Background: an optimization exercise with open tools, aiming at small area. Do not read the settings as production practice. The RTL was checked by simulation tests, not by an equivalence proof against the original design. Power and IR drop assume default switching activity.

==> flow/design.v (excerpt) <==
module csb_top (
    input  wire        clk,
    input  wire        rst,           
    input  wire        ctl_valid,
    input  wire [31:0] ctl_word,
    output reg         resp_valid,
    output wire [1:0]  resp_code,
    output reg  [31:0] resp_value,
    output reg         lc_line_valid,
    output wire [1:0]  lc_line,
    output reg         lc_role_valid,
    output wire        lc_role,
    output wire [1:0]  lc_pull,
    output reg         obs_valid,
    output wire [1:0]  obs_mask,
    input  wire        cap_valid,
    input  wire [31:0] cap_word,
    output reg         cap_rearm,     
    output wire        meas_req,
    output wire [2:0]  meas_ch,
    input  wire        meas_ack,
    input  wire        meas_err,
    input  wire [15:0] meas_data,
    output wire        tx_valid,
    output wire [7:0]  tx_data,
    input  wire        tx_ready,
    output wire        sleep_req,
    output wire [23:0] sleep_us,
    input  wire        timer_done
);
clock: 10.0 ns
lec_check: 0
cap_margin: 10
core_margin: 2
core_utilization: 70
slew_margin: 10
standard.sh (not shown) runs the stock make flow with config.mk's settings and CLKGATE_MAP_FILE= SYNTH_SCRIPT=/design/flow/synth_recipe.tcl, a recipe that flattens the netlist after the stock synthesis.
==> flow/flow/run.sh <==
#!/bin/bash
# Layout flow: the standard flow, except
#  - synthesis maps the logic with Yosys's default (area-oriented) ABC script,
#    with more area-recovery rounds, instead of ORFS's speed script; registers are mapped exactly as in the
#    standard synthesis, and this is checked against it (falling back to the
#    standard synthesis if they differ);
#  - clock tree: clkbuf_8 leaf clusters of up to 16 sinks and no dummy loads;
#  - port buffers: buf_1 on every input and output port.
# Floorplan, power grid, placement, routing and finishing are standard.sh's.
set -euo pipefail
W=$(pwd)

python3 - "$W" <<'PY'
import sys, os
w = sys.argv[1]
src = open(os.path.join(os.environ["FLOW_HOME"], "scripts", "synth.tcl")).read()
old = "  log_cmd abc {*}$abc_args\n"
assert src.count(old) == 1, "abc call not found"
src = src.replace(old, "  log_cmd abc {*}$lib_args {*}$lib_dont_use_args -script {+strash;&get,-n;&fraig,-x;&put;scorr;dc2;dretime;strash;&get,-n;&dch,-f;&nf,-R,1000;&put}\n")
open(os.path.join(w, "own_synth.tcl"), "w").write(src)
b = open(os.path.join(w, "synth_recipe.tcl")).read()
line = "source $::env(SCRIPTS_DIR)/synth.tcl"
assert b.count(line) == 1, "synth.tcl source line not found"
open(os.path.join(w, "own_synth_recipe.tcl"), "w").write(b.replace(line, "source " + os.path.join(w, "own_synth.tcl")))
PY

MK=$(grep '^make ' standard.sh)
MK=${MK//'"${@:-finish}"'/synth}
# reference: the standard synthesis, in its own folder
REF=${MK//"WORK_HOME=$W/orfs"/"WORK_HOME=$W/ref_orfs"}
echo "$REF" > ref_synth_cmd.txt
eval "$REF" > ref_synth.log 2>&1
# own synthesis
OWN=${MK//synth_recipe.tcl/own_synth_recipe.tcl}
echo "$OWN" > own_synth_cmd.txt
eval "$OWN" > own_synth.log 2>&1

python3 - "$W" > reg_check.log 2>&1 <<'PY' || { echo "registers differ: standard synthesis" >> reg_check.log; rm -rf "$W/orfs"; }
import sys, re
w = sys.argv[1]
def regs(p):
    t = open(p).read()
    return sorted(re.findall(r'^\s*(sky130_fd_sc_hd__\w*df\w*)\s+(\S+)\s*\(', t, re.M))
a = regs(w + "/ref_orfs/results/sky130hd/csb_top/base/1_2_yosys.v")
b = regs(w + "/orfs/results/sky130hd/csb_top/base/1_2_yosys.v")
print(len(a), len(b))
sys.exit(0 if a == b and a else 1)
PY
rm -rf "$W/ref_orfs/objects" "$W/ref_orfs/results"

export CTS_ARGS="-sink_clustering_enable -repair_clock_nets -sink_clustering_size 16 -sink_clustering_max_diameter 60 -buf_list {sky130_fd_sc_hd__clkbuf_8} -dont_use_dummy_load"
export BUFFER_PORTS_ARGS="-buffer_cell sky130_fd_sc_hd__buf_1"
bash standard.sh > standard_finish.log 2>&1
Change:
--- a/flow/flow/run.sh
+++ b/flow/flow/run.sh
@@ -2,8 +2,7 @@
 # Layout flow: the standard flow, except
-#  - synthesis maps the logic with Yosys's default (area-oriented) ABC script,
-#    with more area-recovery rounds, instead of ORFS's speed script; registers are mapped exactly as in the
+#  - synthesis maps the logic with Yosys's default (area-oriented) ABC script
+#    instead of ORFS's speed script; registers are mapped exactly as in the
 #    standard synthesis, and this is checked against it (falling back to the
 #    standard synthesis if they differ);
-#  - clock tree: clkbuf_8 leaf clusters of up to 16 sinks and no dummy loads;
-#  - port buffers: buf_1 on every input and output port.
+#  - clock tree: larger sink clusters and no dummy loads.
 # Floorplan, power grid, placement, routing and finishing are standard.sh's.
@@ -18,3 +17,3 @@
 assert src.count(old) == 1, "abc call not found"
-src = src.replace(old, "  log_cmd abc {*}$lib_args {*}$lib_dont_use_args -script {+strash;&get,-n;&fraig,-x;&put;scorr;dc2;dretime;strash;&get,-n;&dch,-f;&nf,-R,1000;&put}\n")
+src = src.replace(old, "  log_cmd abc {*}$lib_args {*}$lib_dont_use_args\n")
 open(os.path.join(w, "own_synth.tcl"), "w").write(src)
@@ -50,4 +49,3 @@
 
-export CTS_ARGS="-sink_clustering_enable -repair_clock_nets -sink_clustering_size 16 -sink_clustering_max_diameter 60 -buf_list {sky130_fd_sc_hd__clkbuf_8} -dont_use_dummy_load"
-export BUFFER_PORTS_ARGS="-buffer_cell sky130_fd_sc_hd__buf_1"
+export CTS_ARGS="-sink_clustering_enable -repair_clock_nets -sink_clustering_size 24 -sink_clustering_max_diameter 80 -buf_list {sky130_fd_sc_hd__clkbuf_8 sky130_fd_sc_hd__clkbuf_16} -dont_use_dummy_load"
 bash standard.sh > standard_finish.log 2>&1
--- a/flow/config.mk
+++ b/flow/config.mk
@@ -9,3 +9,3 @@
 export CORE_MARGIN = 2
-export CORE_UTILIZATION = 70
+export CORE_UTILIZATION = 55
 export SLEW_MARGIN = 10
Effect:
- The changed run completed with no timing, DRC or antenna violations
- non-clock buffer count climbs by 1
- clock power climbs by roughly a tenth
- setup slack degrades by 880 ps
- area after synthesis climbs slightly
- design area climbs by a few percent
- wire length climbs by a few percent

==> separate check: timing with driven ports <==
Ports are ideal in the flow. The routed layouts listed here were re-timed in OpenROAD.
Step 1, drivers: a clkbuf_16 drives clk and a buf_2 each remaining input, both assumed.
Step 2, shift: input delay + t, output delay - t, t = (earliest + latest rising clock arrival at the registers) / 2. This alone moves slack from input paths to output paths.
a / b / c = ideal / step 1 / step 2; a / b = the first two.
run	t (ns)	setup WS [ns]	worst setup path after step 2	slew at the worst register clock pin (ns)
the first run	0.901	1.412 / 1.342 / 1.196	input to register	0.11 / 0.11
the second run	0.767	0.531 / 0.451 / 1.218	register to output	0.10 / 0.10
After both steps every run listed still meets setup and hold. The setup slack of the first run, which loses most, moves by -0.070 ns with the drivers and by -0.216 ns with both steps.
